Context: an optimization exercise on an open-source flow, tuned for small area, a short achievable clock period and few clock cycles. The choices shown serve that exercise and are no tape-out recipe.
RTL that was checked went through simulation tests only; none was proved equivalent to the original.
Power is estimated from default activity; no workload was simulated.

Design dict_expand, start of the top module:
module dict_expand (
    input  wire       clk,
    input  wire       rst,         
    input  wire       start,       
    output wire [1:0] status,      
    output wire [2:0] err,         
    input  wire       in_valid,
    input  wire       in_end,      
    input  wire [7:0] in_data,
    output wire       in_ready,
    output wire       out_valid,
    output wire [7:0] out_data,
    input  wire       out_ready
);
==> flow/config.mk <==
export PLATFORM = sky130hd
export DESIGN_NAME = dict_expand
export DESIGN_NICKNAME = dict_expand
export VERILOG_FILES = /design/flow/design.v
export SDC_FILE = /design/flow/constraint.sdc
export NUM_CORES = 4
export LEC_CHECK = 0
export CAP_MARGIN = 20
export CORE_MARGIN = 2
export CORE_UTILIZATION = 40
export CTS_CLUSTER_DIAMETER = 100
export CTS_CLUSTER_SIZE = 25
export PLACE_DENSITY = 0.6
export SLEW_MARGIN = 20
==> flow/constraint.sdc <==
create_clock -name core_clock -period 12.5 [get_ports {clk}]
set_input_delay 2.5000 -clock core_clock [delete_from_list [all_inputs] [get_ports {clk}]]
set_output_delay 2.5000 -clock core_clock [all_outputs]
set_load 0.01 [all_outputs]
standard.sh (not shown) runs the stock make flow with config.mk's settings and CLKGATE_MAP_FILE= SYNTH_SCRIPT=/design/flow/synth_recipe.tcl, a recipe that flattens the netlist after the stock synthesis.
==> flow/flow/run.sh <==
#!/bin/bash
# Standard layout, with repair_timing asked to overfix setup (the SDC and
# clock period are the design's; only the repair target is tighter), and
# the port buffers made of buf_4 cells.
set -euo pipefail
export SETUP_SLACK_MARGIN=9.0
export BUFFER_PORTS_ARGS="-buffer_cell sky130_fd_sc_hd__buf_4"
bash standard.sh > standard_flow.log 2>&1
Testbench counts at the start, summed over its fixed seeds: cycles 30,599.
Then changed:
--- a/flow/design.v
+++ b/flow/design.v
@@ -192,19 +192,20 @@
     wire       pz_use  = lagv ? pz : pzl;
     reg        einit;
     reg  [6:0] cur;                
     reg  [7:0] sl0, sl1, sl2, sl3;
     reg  [3:0] rv;                 
     reg  [3:0] s;                  
     reg        s2v;
     reg  [5:0] c2r;                
     reg        hv;
-    reg  [7:0] head;
+    reg  [7:0] head;               
+    reg  [7:0] hcopy;              
     reg        ov;
     reg  [7:0] w0, w1;
     always @(*) begin
         case (cur[1:0])
             2'd0:    begin w0 = sl0; w1 = sl1; end
             2'd1:    begin w0 = sl1; w1 = sl2; end
             2'd2:    begin w0 = sl2; w1 = sl3; end
             default: begin w0 = sl3; w1 = sl0; end
         endcase
@@ -275,19 +276,20 @@
         end else begin
             rv  <= rv_n;
             cur <= cons ? cur_i : cur;
             if (adv1) s <= s_n;
         end
         if (adv1) c2r <= code;
         if (start_go)  s2v <= 1'b0;
         else if (adv1) s2v <= 1'b1;
         else if (adv2) s2v <= 1'b0;
-        if (adv2) head <= dview[8*dp +: 8];
+        if (adv2) hcopy <= dview[8*dp +: 8];
+        head <= (adv2 | ~hv) ? dview[8*dp +: 8] : hcopy;
         hv <= start_go ? 1'b0 : hv_n;
     end
     wire [8:0] rb_ld = {nb[5:0] - U[5:0], 3'b000} - {6'd0, pad} - 9'd11;
     wire [8:0] rb_m  = rb - {6'd0, cw};
     wire       last  = (rb == {6'd0, cw});
     wire       ok_e  = (err_use == 2'd0) & ~pz_use;
     always @(posedge clk) begin
         ph   <= start_go ? 6'd63 : ph + 6'd1;
         lagv <= wr & ~start_go;
The new run went through all stages and came out clean; sequential cell count rises by 8; die area rises by 0.93%; count of clock-buffer cells in the layout falls by 2; first-iteration DRC count falls by 9.1%; routed wire length rises by 3.6%.
Testbench counts after the change, summed over its fixed seeds: cycles 30,599.

* * *

dict_expand, a different RTL version from the one above (not shown whole).
For scale: ~650 flip-flops, about 29 I/O pins.
clock: 12.5 ns
lec_check: 0
cap_margin: 20
core_margin: 2
core_utilization: 40
cts_cluster_diameter: 100
cts_cluster_size: 25
place_density: 0.6
slew_margin: 20
Scripts as last shown in full above: flow/flow/run.sh
Rerun with:
--- a/flow/design.v
+++ b/flow/design.v
@@ -190,37 +190,37 @@
                          (bad_acc | bad_valid) ? 2'd3 : 2'd0;
     wire [1:0] err_use = lagv ? errl_c : errl;
     wire       pz_use  = lagv ? pz : pzl;
     reg        einit;
     reg  [5:0] p;                  
     reg  [6:0] cur;                
     reg  [7:0] sl0, sl1, sl2, sl3;
     reg  [3:0] rv;                 
-    reg  [3:0] rh;                 
     reg  [3:0] s;                  
     reg        s2v;
     reg  [5:0] c2r;                
     reg        hv;
-    reg  [7:0] head;
+    reg  [7:0] head;               
+    reg  [7:0] hcopy;              
     reg        ov;
     reg  [7:0] w0, w1;
     always @(*) begin
         case (cur[1:0])
             2'd0:    begin w0 = sl0; w1 = sl1; end
             2'd1:    begin w0 = sl1; w1 = sl2; end
             2'd2:    begin w0 = sl2; w1 = sl3; end
             default: begin w0 = sl3; w1 = sl0; end
         endcase
     end
     wire [15:0] wwin  = {w0, w1} >> s;
     wire [5:0]  code  = wwin[5:0] & cmask;
     wire        xw    = (s <= 4'd8);                      
     wire        span  = (s < 4'd8);                       
-    wire        can1  = ((s < 4'd11) ? rv[0] : rh[0]) & (~span | rh[1]);
+    wire        can1  = rv[0] & (~span | rv[1]);
     wire        adv1_a = can1 & (~s2v | ~hv);
     wire        adv1_b = can1 & ov;
     wire        adv2_a = s2v & ~hv;
     wire        adv2_b = s2v & ov;
     wire        take  = ov & out_ready;
     wire        adv1  = adv1_a | (adv1_b & out_ready);
     wire        adv2  = adv2_a | (adv2_b & out_ready);
     wire        hv_n  = adv2 | (hv & ~take);
@@ -234,71 +234,64 @@
     wire        dhi   = |dlt[6:3];
     wire [5:0]  dgt;                                      
     assign dgt[0] = dpos & (dhi | (dlt[2:0] > 3'd0));
     assign dgt[1] = dpos & (dhi | (dlt[2:0] > 3'd1));
     assign dgt[2] = dpos & (dhi | (dlt[2:0] > 3'd2));
     assign dgt[3] = dpos & (dhi | (dlt[2:0] > 3'd3));
     assign dgt[4] = dpos & (dhi | (dlt[2:0] > 3'd4));
     assign dgt[5] = dpos & (dhi | (dlt[2:0] > 3'd5));
-    reg         tav, tah;          
+    reg         tav;
     always @(*) begin
         case (jt)
-            3'd0:    begin tav = dgt[1] | (em & dgt[0]); tah = dgt[0]; end
-            3'd1:    begin tav = dgt[2] | (em & dgt[1]); tah = dgt[1]; end
-            3'd2:    begin tav = dgt[3] | (em & dgt[2]); tah = dgt[2]; end
-            3'd3:    begin tav = dgt[4] | (em & dgt[3]); tah = dgt[3]; end
-            default: begin tav = dgt[5] | (em & dgt[4]); tah = dgt[4]; end
+            3'd0:    tav = dgt[1] | (em & dgt[0]);
+            3'd1:    tav = dgt[2] | (em & dgt[1]);
+            3'd2:    tav = dgt[3] | (em & dgt[2]);
+            3'd3:    tav = dgt[4] | (em & dgt[3]);
+            default: tav = dgt[5] | (em & dgt[4]);
         endcase
     end
     wire        ld_a  = einit & tav & ~jt[2];             
     wire        ld_b  = einit & tav;                      
-    wire        lh_a  = einit & tah & ~jt[2];
-    wire        lh_b  = einit & tah;
-    wire        load  = lh_a | (lh_b & cons);
+    wire        load  = ld_a | (ld_b & cons);
     wire [3:0]  lsel  = 4'd1 << ph[1:0];
     wire [3:0]  rv_k  = rv | ({3'd0, ld_a} << jt[1:0]);
     wire [4:0]  rv_s  = {1'b0, rv} | ({4'd0, ld_b} << jt);
     wire [3:0]  rv_n  = cons ? rv_s[4:1] : rv_k;
-    wire [3:0]  rh_k  = rh | ({3'd0, lh_a} << jt[1:0]);
-    wire [4:0]  rh_s  = {1'b0, rh} | ({4'd0, lh_b} << jt);
-    wire [3:0]  rh_n  = cons ? rh_s[4:1] : rh_k;
-    wire        init_e = lagv & q_k1;                    
+    wire        init_e = lagv & q_first;
     wire [5:0]  p_i   = p + 6'd1;
     wire [6:0]  cur_i = cur + 7'd1;
     wire [3:0]  s_n   = xw ? s - {1'b0, cw} + 4'd8 : s - {1'b0, cw};
     wire [5:0]  dp    = ph - 6'd1 - c2r;                  
     always @(posedge clk) begin
         if (load & lsel[0]) sl0 <= F;
         if (load & lsel[1]) sl1 <= F;
         if (load & lsel[2]) sl2 <= F;
         if (load & lsel[3]) sl3 <= F;
         if (start_go) begin
             rv    <= 4'd0;
-            rh    <= 4'd0;
             einit <= 1'b0;
         end else if (init_e) begin
             rv    <= 4'd0;
-            rh    <= 4'd0;
             einit <= 1'b1;
-            p     <= ph - U6;
-            cur   <= {1'b0, U6} + 7'd1;
-            s     <= 4'd0 - {1'b0, code_width(U)};
+            p     <= 6'd1;
+            cur   <= nb - 7'd1;
+            s     <= 4'd0 - {1'b0, cw};
         end else begin
             rv  <= rv_n;
-            rh  <= rh_n;
             p   <= cons ? p : p_i;
             cur <= cons ? cur_i : cur;
             if (adv1) s <= s_n;
         end
         if (adv1) c2r <= code;
         if (start_go)  s2v <= 1'b0;
         else if (adv1) s2v <= 1'b1;
         else if (adv2) s2v <= 1'b0;
-        if (adv2) head <= dview[8*dp +: 8];
+        if (adv2) hcopy <= dview[8*dp +: 8];
+        head <= (adv2 | ~hv) ? dview[8*dp +: 8] : hcopy;
         hv <= start_go ? 1'b0 : hv_n;
     end
     wire [9:0] rb_ld = {nb - U[6:0], 3'b000} - {6'd0, pad} - 10'd11;
     wire [9:0] rb_m  = rb - {7'd0, cw};
     wire       last  = (rb == {7'd0, cw});
     wire       ok_e  = (err_use == 2'd0) & ~pz_use;
     always @(posedge clk) begin
         ph   <= start_go ? 6'd63 : ph + 6'd1;
After rerunning: Worst hold slack gains 0.0052 ns. Via count climbs slightly. Routed wire length climbs by a few percent. Design area climbs slightly. Global-route usage climbs by 0.38 points. Final cell count climbs slightly. Total power climbs by a few percent. Core utilization climbs by 0.26 points. Combinational power climbs by about a fifth. Synthesized cell count climbs slightly. Clock power hardly moves. Register-to-register slack loses 0.11 ns. Critical path depth stays the same.
No run of this note included a check of the RTL's function; only the layout flow was run.

* * *

== indigo ==
dict_expand, a different RTL version from the one above (not shown whole).
Size in the first run: about 2,000 cells after synthesis, about 650 flip-flops, about 0.025 mm² of cells after synthesis.
Settings: LEC_CHECK=0, CAP_MARGIN=20, CORE_MARGIN=2, CORE_UTILIZATION=40, CTS_CLUSTER_DIAMETER=100, CTS_CLUSTER_SIZE=30, PLACE_DENSITY=0.6, SLEW_MARGIN=20; clock period 12.5 ns.
==> flow/flow/run.sh <==
#!/bin/bash
# Standard layout, with repair_timing asked to overfix setup (the SDC and
# clock period are the design's; only the repair target is tighter), and
# the port buffers made of buf_4 cells.
set -euo pipefail
export SETUP_SLACK_MARGIN=8.8
export BUFFER_PORTS_ARGS="-buffer_cell sky130_fd_sc_hd__buf_4"
bash standard.sh > standard_flow.log 2>&1
Testbench counts of indigo, summed over its fixed seeds: cycles 30,599.
> inputs changed (indigo -> nickel)
diff --git a/flow/design.v b/flow/design.v
--- a/flow/design.v
+++ b/flow/design.v
@@ -191,23 +191,24 @@
     wire [1:0] err_use = lagv ? errl_c : errl;
     wire       pz_use  = lagv ? pz : pzl;
     reg        einit;
     reg  [5:0] p;                  
     reg  [6:0] cur;                
     reg  [7:0] sl0, sl1, sl2, sl3;
     reg  [3:0] rv;                 
     reg  [3:0] s;                  
     reg        s2v;
     reg  [5:0] c2r;                
     reg        hv;
-    reg  [7:0] head;
+    reg  [7:0] head;               
+    reg  [7:0] hcopy;              
     reg        ov;
     reg  [7:0] w0, w1;
     always @(*) begin
         case (cur[1:0])
             2'd0:    begin w0 = sl0; w1 = sl1; end
             2'd1:    begin w0 = sl1; w1 = sl2; end
             2'd2:    begin w0 = sl2; w1 = sl3; end
             default: begin w0 = sl3; w1 = sl0; end
         endcase
     end
     wire [15:0] wwin  = {w0, w1} >> s;
@@ -276,23 +277,24 @@
             s     <= 4'd0 - {1'b0, cw};
         end else begin
             rv  <= rv_n;
             p   <= cons ? p : p_i;
             cur <= cons ? cur_i : cur;
             if (adv1) s <= s_n;
         end
         if (adv1) c2r <= code;
         if (start_go)  s2v <= 1'b0;
         else if (adv1) s2v <= 1'b1;
         else if (adv2) s2v <= 1'b0;
-        if (adv2) head <= dview[8*dp +: 8];
+        if (adv2) hcopy <= dview[8*dp +: 8];
+        head <= (adv2 | ~hv) ? dview[8*dp +: 8] : hcopy;
         hv <= start_go ? 1'b0 : hv_n;
     end
     wire [9:0] rb_ld = {nb - U[6:0], 3'b000} - {6'd0, pad} - 10'd11;
     wire [9:0] rb_m  = rb - {7'd0, cw};
     wire       last  = (rb == {7'd0, cw});
     wire       ok_e  = (err_use == 2'd0) & ~pz_use;
     always @(posedge clk) begin
         ph   <= start_go ? 6'd63 : ph + 6'd1;
         lagv <= wr & ~start_go;
         cw    <= code_width(U);
         if (wr && nb == 7'd0) hdr0 <= in_data;
Findings:
- nickel finished end to end and its layout was clean on timing, DRC and antenna.
- Compared nickel vs indigo, and slew at the pin closest to its max-slew limit is down in nickel.
- Between nickel and indigo, the overall power consumption is higher for nickel.
- Per the comparison of nickel with indigo, vertical die dimension saw an increase; clock power shows no meaningful change; final critical-path share of the clock period -1.2 points; setup slack saw an increase; amount of wire on met2 after detailed routing went up 1.4 mm.
Function not checked in nickel: the RTL went through the layout flow alone.

==> afterwards: timing with drivers on the ports <==
In the flow no input, the clock included, has a driving cell. The finished layouts below were timed again as built, in two steps. Step 1: set_driving_cell puts a clkbuf_16 on clk and a buf_2 on each other input, an assumption about the parent block. Step 2, shift: input delay + t, output delay - t, t = (earliest + latest rising clock arrival at the registers) / 2. This alone moves slack from input paths to output paths. Three values: no drivers, after step 1, after step 2; two values: the first two.
run | shift t [ns] | setup slack, ns | worst setup path at the end | pins driven straight from the clock port
the first run of note 1 | 0.687 | 8.709 / 8.648 / 8.508 | input to register | 1
the second run of note 1 | 0.694 | 8.855 / 8.794 / 8.405 | input to register | 1
the first run of note 2 | 0.680 | 8.684 / 8.625 / 8.426 | input to register | 1
the second run of note 2 | 0.674 | 8.872 / 8.811 / 8.419 | input to register | 1
indigo | 0.665 | 8.691 / 8.635 / 8.248 | input to register | 1
nickel | 0.673 | 8.844 / 8.779 / 8.210 | input to register | 1
After both steps every run listed still meets setup and hold. For nickel, which loses most, drivers alone change the setup slack by -0.065 ns; drivers and shift together by -0.634 ns.
